Background: an optimization exercise with open tools, aiming at small area, a short achievable clock period and few clock cycles per item. Do not read the settings as production practice. In this exercise RTL edits were held to simulation tests only and were not proved equivalent to the original.

==> run K <==
// hpsdr_telem
module hpsdr_telem (
    input  wire        clk,
    input  wire        rst,
    input  wire        in_valid,
    output wire        in_ready,
    input  wire [7:0]  in_c0,
    input  wire [31:0] in_data,
    output wire        out_valid,
    input  wire        out_ready,
    output reg  [2:0]  out_kind,
    output reg  [2:0]  out_keys,
    output reg  [31:0] out_a,
    output reg  [31:0] out_b
);
    localparam [2:0] K_INFO   = 3'd0;
    localparam [2:0] K_FWD    = 3'd1;
    localparam [2:0] K_REV    = 3'd2;
    localparam [2:0] K_SUPPLY = 3'd3;
    localparam [2:0] K_ADC    = 3'd4;
    localparam [2:0] K_RAW    = 3'd5;
    localparam [2:0] K_REV0   = 3'd6;    
    reg v1, v2, v3;
    reg skid_full;
    wire en   = ~v3 | out_ready;
    wire take = in_valid & ~skid_full;
    assign in_ready  = ~skid_full;
    assign out_valid = v3;
    reg [2:0] in_kind;
    always @(*) begin
        case (in_c0[7:3])
            5'd0:    in_kind = K_INFO;
            5'd1:    in_kind = K_FWD;
            5'd2:    in_kind = K_REV;
            5'd3:    in_kind = K_SUPPLY;
            5'd4:    in_kind = K_ADC;
            default: in_kind = K_RAW;
        endcase
    end
    reg [2:0]  sk_kind;
    reg [2:0]  sk_keys;
    reg [31:0] sk_data;
    reg        v0;
    reg [2:0]  s_kind;
    reg [2:0]  s_keys;
    reg [31:0] s_data;
    wire [15:0] s_hi   = s_data[31:16];
    wire [15:0] s_lo   = s_data[15:0];
    wire [19:0] u_hi = {1'b0, s_hi, 3'b0} + {3'b0, s_hi, 1'b0} + {4'b0, s_hi} - 20'd110;
    wire [19:0] u_lo = {1'b0, s_lo, 3'b0} + {3'b0, s_lo, 1'b0} + {4'b0, s_lo};
    wire        s_rev = (s_kind == K_REV);
    wire        s_fwd = (s_kind == K_FWD);
    wire        s_sup = (s_kind == K_SUPPLY);
    wire        s_oth = ~(s_rev | s_fwd | s_sup);
    wire [19:0] s_ub  = ({20{s_rev}} & u_hi) | ({20{s_fwd}} & u_lo);
    wire [19:0] s_us  = ({20{s_sup}} & u_lo) | ({20{s_oth}} & {4'd0, s_lo});
    reg [2:0]  r1_kind, r2_kind;
    reg [2:0]  r1_keys, r2_keys;
    reg [15:0] r1_h, r2_h;
    reg [19:0] r1_ub, r1_us;
    reg [39:0] r2_t;
  ...
==> flow/config.mk <==
export PLATFORM = sky130hd
export DESIGN_NAME = hpsdr_telem
export DESIGN_NICKNAME = hpsdr_telem
export VERILOG_FILES = /design/flow/design.v
export SDC_FILE = /design/flow/constraint.sdc
export NUM_CORES = 4
export LEC_CHECK = 0
export CAP_MARGIN = 20
export CORE_MARGIN = 2
export CORE_UTILIZATION = 40
export SLEW_MARGIN = 20
export SYNTH_HIERARCHICAL = 1
==> flow/constraint.sdc <==
create_clock -name core_clock -period 12.0 [get_ports {clk}]
set_input_delay 2.4000 -clock core_clock [delete_from_list [all_inputs] [get_ports {clk}]]
set_output_delay 2.4000 -clock core_clock [all_outputs]
set_load 0.01 [all_outputs]
standard.sh (not shown) runs the stock make flow with config.mk's settings and CLKGATE_MAP_FILE= SYNTH_SCRIPT=/design/flow/synth_recipe.tcl, a recipe that flattens the netlist after the stock synthesis.
==> flow/flow/run.sh <==
#!/bin/bash
set -euo pipefail
bash standard.sh SETUP_SLACK_MARGIN=${MARGIN:-7} finish > standard_flow.log 2>&1
==> inputs of run X, as changes to run K <==
--- a/flow/design.v
+++ b/flow/design.v
@@ -15,19 +15,20 @@
     localparam [2:0] K_INFO   = 3'd0;
     localparam [2:0] K_FWD    = 3'd1;
     localparam [2:0] K_REV    = 3'd2;
     localparam [2:0] K_SUPPLY = 3'd3;
     localparam [2:0] K_ADC    = 3'd4;
     localparam [2:0] K_RAW    = 3'd5;
     localparam [2:0] K_REV0   = 3'd6;    
-    reg v1, v2, v3;
+    reg v1, v2a, v2, v3;
     reg skid_full;
+    reg rdy;             
     wire en   = ~v3 | out_ready;
     wire take = in_valid & ~skid_full;
-    assign in_ready  = ~skid_full;
+    assign in_ready  = rdy;
     assign out_valid = v3;
     reg [2:0] in_kind;
     always @(*) begin
         case (in_c0[7:3])
             5'd0:    in_kind = K_INFO;
             5'd1:    in_kind = K_FWD;
             5'd2:    in_kind = K_REV;
@@ -49,23 +50,33 @@
     wire [19:0] u_lo = {1'b0, s_lo, 3'b0} + {3'b0, s_lo, 1'b0} + {4'b0, s_lo};
     wire        s_rev = (s_kind == K_REV);
     wire        s_fwd = (s_kind == K_FWD);
     wire        s_sup = (s_kind == K_SUPPLY);
     wire        s_oth = ~(s_rev | s_fwd | s_sup);
     wire [19:0] s_ub  = ({20{s_rev}} & u_hi) | ({20{s_fwd}} & u_lo);
     wire [19:0] s_us  = ({20{s_sup}} & u_lo) | ({20{s_oth}} & {4'd0, s_lo});
-    reg [2:0]  r1_kind, r2_kind;
-    reg [2:0]  r1_keys, r2_keys;
-    reg [15:0] r1_h, r2_h;
+    reg [2:0]  r1_kind, r2a_kind, r2_kind;
+    reg [2:0]  r1_keys, r2a_keys, r2_keys;
+    reg [15:0] r1_h, r2a_h, r2_h;
+    reg [39:0] r2a_ra, r2a_rb;
+    reg        r2a_fc;
     reg [19:0] r1_ub, r1_us;
     reg [39:0] r2_t;
-    wire        conv = (r1_kind == K_FWD) | (r1_kind == K_REV) | (r1_kind == K_REV0) |
-                       (r1_kind == K_SUPPLY);
+    reg        r2_selq_a, r2_selq_b;    
+    wire [39:0] ra, rb;
+    wire        fc;
+    hpsdr_s2 u_s2 (.ub(r1_ub), .us(r1_us), .ra(ra), .rb(rb), .fc(fc));
+    wire        conv1 = (r1_kind == K_FWD) | (r1_kind == K_REV) | (r1_kind == K_REV0) |
+                        (r1_kind == K_SUPPLY);
+    wire [39:0] ra_m = {conv1 ? ra[39:32] : r1_us[15:8], ra[31:0]};
+    wire [39:0] rb_m = {conv1 ? rb[39:32] : r1_us[7:0],  rb[31:0]};
+    wire        conv = (r2a_kind == K_FWD) | (r2a_kind == K_REV) | (r2a_kind == K_REV0) |
+                       (r2a_kind == K_SUPPLY);
     wire [39:0] t;
-    hpsdr_s2 u_s2 (.ub(r1_ub), .us(r1_us), .t(t));
+    hpsdr_cpa40 u_cpa (.ra(r2a_ra), .rb(r2a_rb), .fc(r2a_fc), .t(t));
     wire [30:0] qb;
     hpsdr_bridge u_br (.t(r2_t), .q(qb));
     wire [7:0] c1 = r2_h[15:8];
     wire [7:0] c2 = r2_h[7:0];
     wire [7:0] c3 = r2_t[15:8];
     wire [7:0] c4 = r2_t[7:0];
     function [8:0] ver(input [7:0] v);
@@ -90,31 +101,37 @@
             K_REV0:   begin b_r = {16'd0, r2_h}; k_n = K_REV; end
             K_SUPPLY: begin a_r = {16'd0, r2_h}; b_r = {7'd0, r2_t[24:0]}; end
             K_ADC:    begin a_r = {28'd0, c4[0], c3[0], c2[0], c1[0]};
                             b_r = {4'd0, c4[7:1], c3[7:1], c2[7:1], c1[7:1]}; end
             default:  a_r = {r2_h, r2_t[15:0]};
         endcase
     end
-    wire [31:0] a_n = a_r | ({32{r2_kind == K_REV}} & {1'b0, qb});
-    wire [31:0] b_n = b_r | ({32{r2_kind == K_FWD}} & {1'b0, qb});
+    wire [31:0] a_n, b_n;
+    hpsdr_aor u_aor_a (.r(a_r), .s(r2_selq_a), .q({1'b0, qb}), .y(a_n));
+    hpsdr_aor u_aor_b (.r(b_r), .s(r2_selq_b), .q({1'b0, qb}), .y(b_n));
     always @(posedge clk) begin
         if (rst) begin
             v0 <= 1'b0;
             v1 <= 1'b0;
+            v2a <= 1'b0;
             v2 <= 1'b0;
             v3 <= 1'b0;
             skid_full <= 1'b0;
+            rdy <= 1'b1;
         end else if (en) begin
             v0 <= skid_full | take;
             v1 <= v0;
-            v2 <= v1;
+            v2a <= v1;
+            v2 <= v2a;
             v3 <= v2;
             skid_full <= 1'b0;
+            rdy <= 1'b1;
         end else if (take) begin
             skid_full <= 1'b1;
+            rdy <= 1'b0;
         end
     end
     always @(posedge clk) begin
         if (~skid_full) begin
             sk_kind <= in_kind;
             sk_keys <= in_c0[2:0];
             sk_data <= in_data;
@@ -124,39 +141,55 @@
             s_keys  <= skid_full ? sk_keys : in_c0[2:0];
             s_data  <= skid_full ? sk_data : in_data;
             r1_kind <= (s_rev && s_hi <= 16'd10) ? K_REV0 : s_kind;
             r1_keys <= s_keys;
             r1_h    <= s_rev ? s_lo : s_hi;
             r1_ub   <= s_ub;
             r1_us   <= s_us;
-            r2_kind <= r1_kind;
-            r2_keys <= r1_keys;
-            r2_h    <= r1_h;
-            r2_t    <= {t[39:16], conv ? t[15:0] : r1_us[15:0]};
+            r2a_kind <= r1_kind;
+            r2a_keys <= r1_keys;
+            r2a_h    <= r1_h;
+            r2a_ra   <= ra_m;
+            r2a_rb   <= rb_m;
+            r2a_fc   <= fc;
+            r2_kind <= r2a_kind;
+            r2_selq_a <= (r2a_kind == K_REV);
+            r2_selq_b <= (r2a_kind == K_FWD);
+            r2_keys <= r2a_keys;
+            r2_h    <= r2a_h;
+            r2_t    <= {t[39:16], conv ? t[15:0] : {r2a_ra[39:32], r2a_rb[39:32]}};
             out_kind <= k_n;
             out_keys <= r2_keys;
             out_a    <= a_n;
             out_b    <= b_n;
         end
     end
 endmodule
+module hpsdr_aor (r, s, q, y);
+    input wire [31:0] r, q;
+    input wire s;
+    output wire [31:0] y;
+    assign y = r | ({32{s}} & q);
+endmodule
 module hpsdr_fa (a, b, c, s, co);
     input wire a, b, c;
     output wire s, co;
     assign {co, s} = a + b + c;
 endmodule
 module hpsdr_ha (a, b, s, co);
     input wire a, b;
     output wire s, co;
     assign {co, s} = a + b;
 endmodule
-module hpsdr_s2 (ub, us, t);
+module hpsdr_s2 (ub, us, ra, rb, fc);
     input wire [19:0] ub;
     input wire [19:0] us;
-    output wire [39:0] t;
+    output wire [39:0] ra;
+    output wire [39:0] rb;
+    output wire fc;
     wire [19:0] un = ~us;
     wire g1;
     wire g2;
     wire g3;
     wire g4;
     wire g5;
     wire g6;
@@ -1318,16 +1351,20 @@
     hpsdr_fa s701_i (.a(c494), .b(s597), .c(c596), .s(s701), .co(c702));
     hpsdr_fa s703_i (.a(c498), .b(s599), .c(c598), .s(s703), .co(c704));
     hpsdr_fa s705_i (.a(c500), .b(s601), .c(c600), .s(s705), .co(c706));
     hpsdr_fa s707_i (.a(c502), .b(s603), .c(c602), .s(s707), .co(c708));
     hpsdr_fa s709_i (.a(1'b1), .b(s605), .c(c604), .s(s709), .co(c710));
     hpsdr_fa s711_i (.a(g193), .b(1'b1), .c(c606), .s(s711), .co(c712));
     hpsdr_fa s713_i (.a(g194), .b(ub[19]), .c(1'b1), .s(s713), .co(c714));
-    wire [54:0] full = {1'b1, s713, s711, s709, s707, s705, s703, s701, s699, s697, s695, s693, s691, s689, s687, s685, s683, s681, s679, s677, s675, s673, s671, s669, s667, s665, s663, s661, s659, s657, s655, s653, s651, s649, s647, s645, s643, s641, s639, s637, s635, s633, s631, s629, s627, s625, s623, s621, s619, s617, s615, s613, s611, s609, s503} + {c714, c712, c710, c708, c706, c704, c702, c700, c698, c696, c694, c692, c690, c688, c686, c684, c682, c680, c678, c676, c674, c672, c670, c668, c666, c664, c662, c660, c658, c656, c654, c652, c650, c648, c646, c644, c642, c640, c638, c636, c634, c632, c630, c628, c626, c624, c622, c620, c618, c616, c614, c612, c610, c608, s607};
-    assign t = full[54:15];
+    wire [54:0] ra_ = {1'b1, s713, s711, s709, s707, s705, s703, s701, s699, s697, s695, s693, s691, s689, s687, s685, s683, s681, s679, s677, s675, s673, s671, s669, s667, s665, s663, s661, s659, s657, s655, s653, s651, s649, s647, s645, s643, s641, s639, s637, s635, s633, s631, s629, s627, s625, s623, s621, s619, s617, s615, s613, s611, s609, s503};
+    wire [54:0] rb_ = {c714, c712, c710, c708, c706, c704, c702, c700, c698, c696, c694, c692, c690, c688, c686, c684, c682, c680, c678, c676, c674, c672, c670, c668, c666, c664, c662, c660, c658, c656, c654, c652, c650, c648, c646, c644, c642, c640, c638, c636, c634, c632, c630, c628, c626, c624, c622, c620, c618, c616, c614, c612, c610, c608, s607};
+    wire [15:0] fs_ = {1'b0, ra_[14:0]} + {1'b0, rb_[14:0]};
+    assign fc = fs_[15];
+    assign ra = ra_[54:15];
+    assign rb = rb_[54:15];
 endmodule
 module hpsdr_bridge (t, q);
     input wire [39:0] t;
     output wire [30:0] q;
     wire n1;
     wire n2;
     wire n3;
@@ -1694,7 +1731,14 @@
     hpsdr_ha s230_i (.a(t[35]), .b(1'b1), .s(s230), .co(c231));
     hpsdr_ha s232_i (.a(t[36]), .b(1'b1), .s(s232), .co(c233));
     hpsdr_ha s234_i (.a(t[37]), .b(1'b1), .s(s234), .co(c235));
     hpsdr_ha s236_i (.a(t[38]), .b(1'b1), .s(s236), .co(c237));
     wire [45:0] full = {s236, s234, s232, s230, s228, s226, s224, s222, s220, s218, s216, s214, s212, s210, s208, s206, s204, s202, s200, s198, s196, s194, s192, s190, s188, s186, s184, s182, s180, s178, s176, s174, s172, s170, s168, s166, s164, s162, s160, s158, s156, s154, s152, s150, s148, s74} + {c235, c233, c231, c229, c227, c225, c223, c221, c219, c217, c215, c213, c211, c209, c207, c205, c203, c201, c199, c197, c195, c193, c191, c189, c187, c185, c183, c181, c179, c177, c175, c173, c171, c169, c167, c165, c163, c161, c159, c157, c155, c153, c151, c149, c147, s146};
     assign q = full[45:15];
 endmodule
+module hpsdr_cpa40 (ra, rb, fc, t);
+    input wire [39:0] ra, rb;
+    input wire fc;
+    output wire [39:0] t;
+    wire [40:0] s = {ra, 1'b1} + {rb, fc};
+    assign t = s[40:1];
+endmodule
==> flow/flow/run.sh (replaced) <==
#!/bin/bash
set -euo pipefail
bash standard.sh SETUP_SLACK_MARGIN=7.4 finish > standard_flow.log 2>&1
==> run summary <==
outcome=timing/DRC/antenna clean; utilization after layout=0.476; end of the worst hold path=r2_h[9]$_DFFE_PP_
the above is filed under run K

==> run summary <==
outcome=timing/DRC/antenna clean; DRC viols=0; met2 wire length=44.1 mm; register area share after synthesis=0.341
the above is filed under run X

Testbench counts of run K, summed over its fixed seeds: cycles 3,232, items 3,200.
Testbench counts of run X, summed over its fixed seeds: cycles 3,240, items 3,200.

## what the ideal ports hide
Ports are ideal in the flow. The routed layouts listed here were re-timed in OpenROAD.
Step 1: set_driving_cell puts a clkbuf_16 on clk and a buf_2 on each other input, an assumption about the parent block.
Step 2, shift: input delay + t, output delay - t, t = (earliest + latest rising clock arrival at the registers) / 2. This alone moves slack from input paths to output paths.
Three values: ideal, step 1, step 2; two values: the first two.
run | t (ns) | setup WS [ns] | clock arrival spread, ns
run K | 0.587 | 6.878 / 6.878 / 6.878 | 0.044 / 0.045
run X | 0.639 | 7.407 / 7.407 / 6.913 | 0.038 / 0.037
After both steps every run listed still meets setup and hold. The setup slack of run X, which loses most, moves by 0.000 ns with the drivers and by -0.494 ns with both steps.
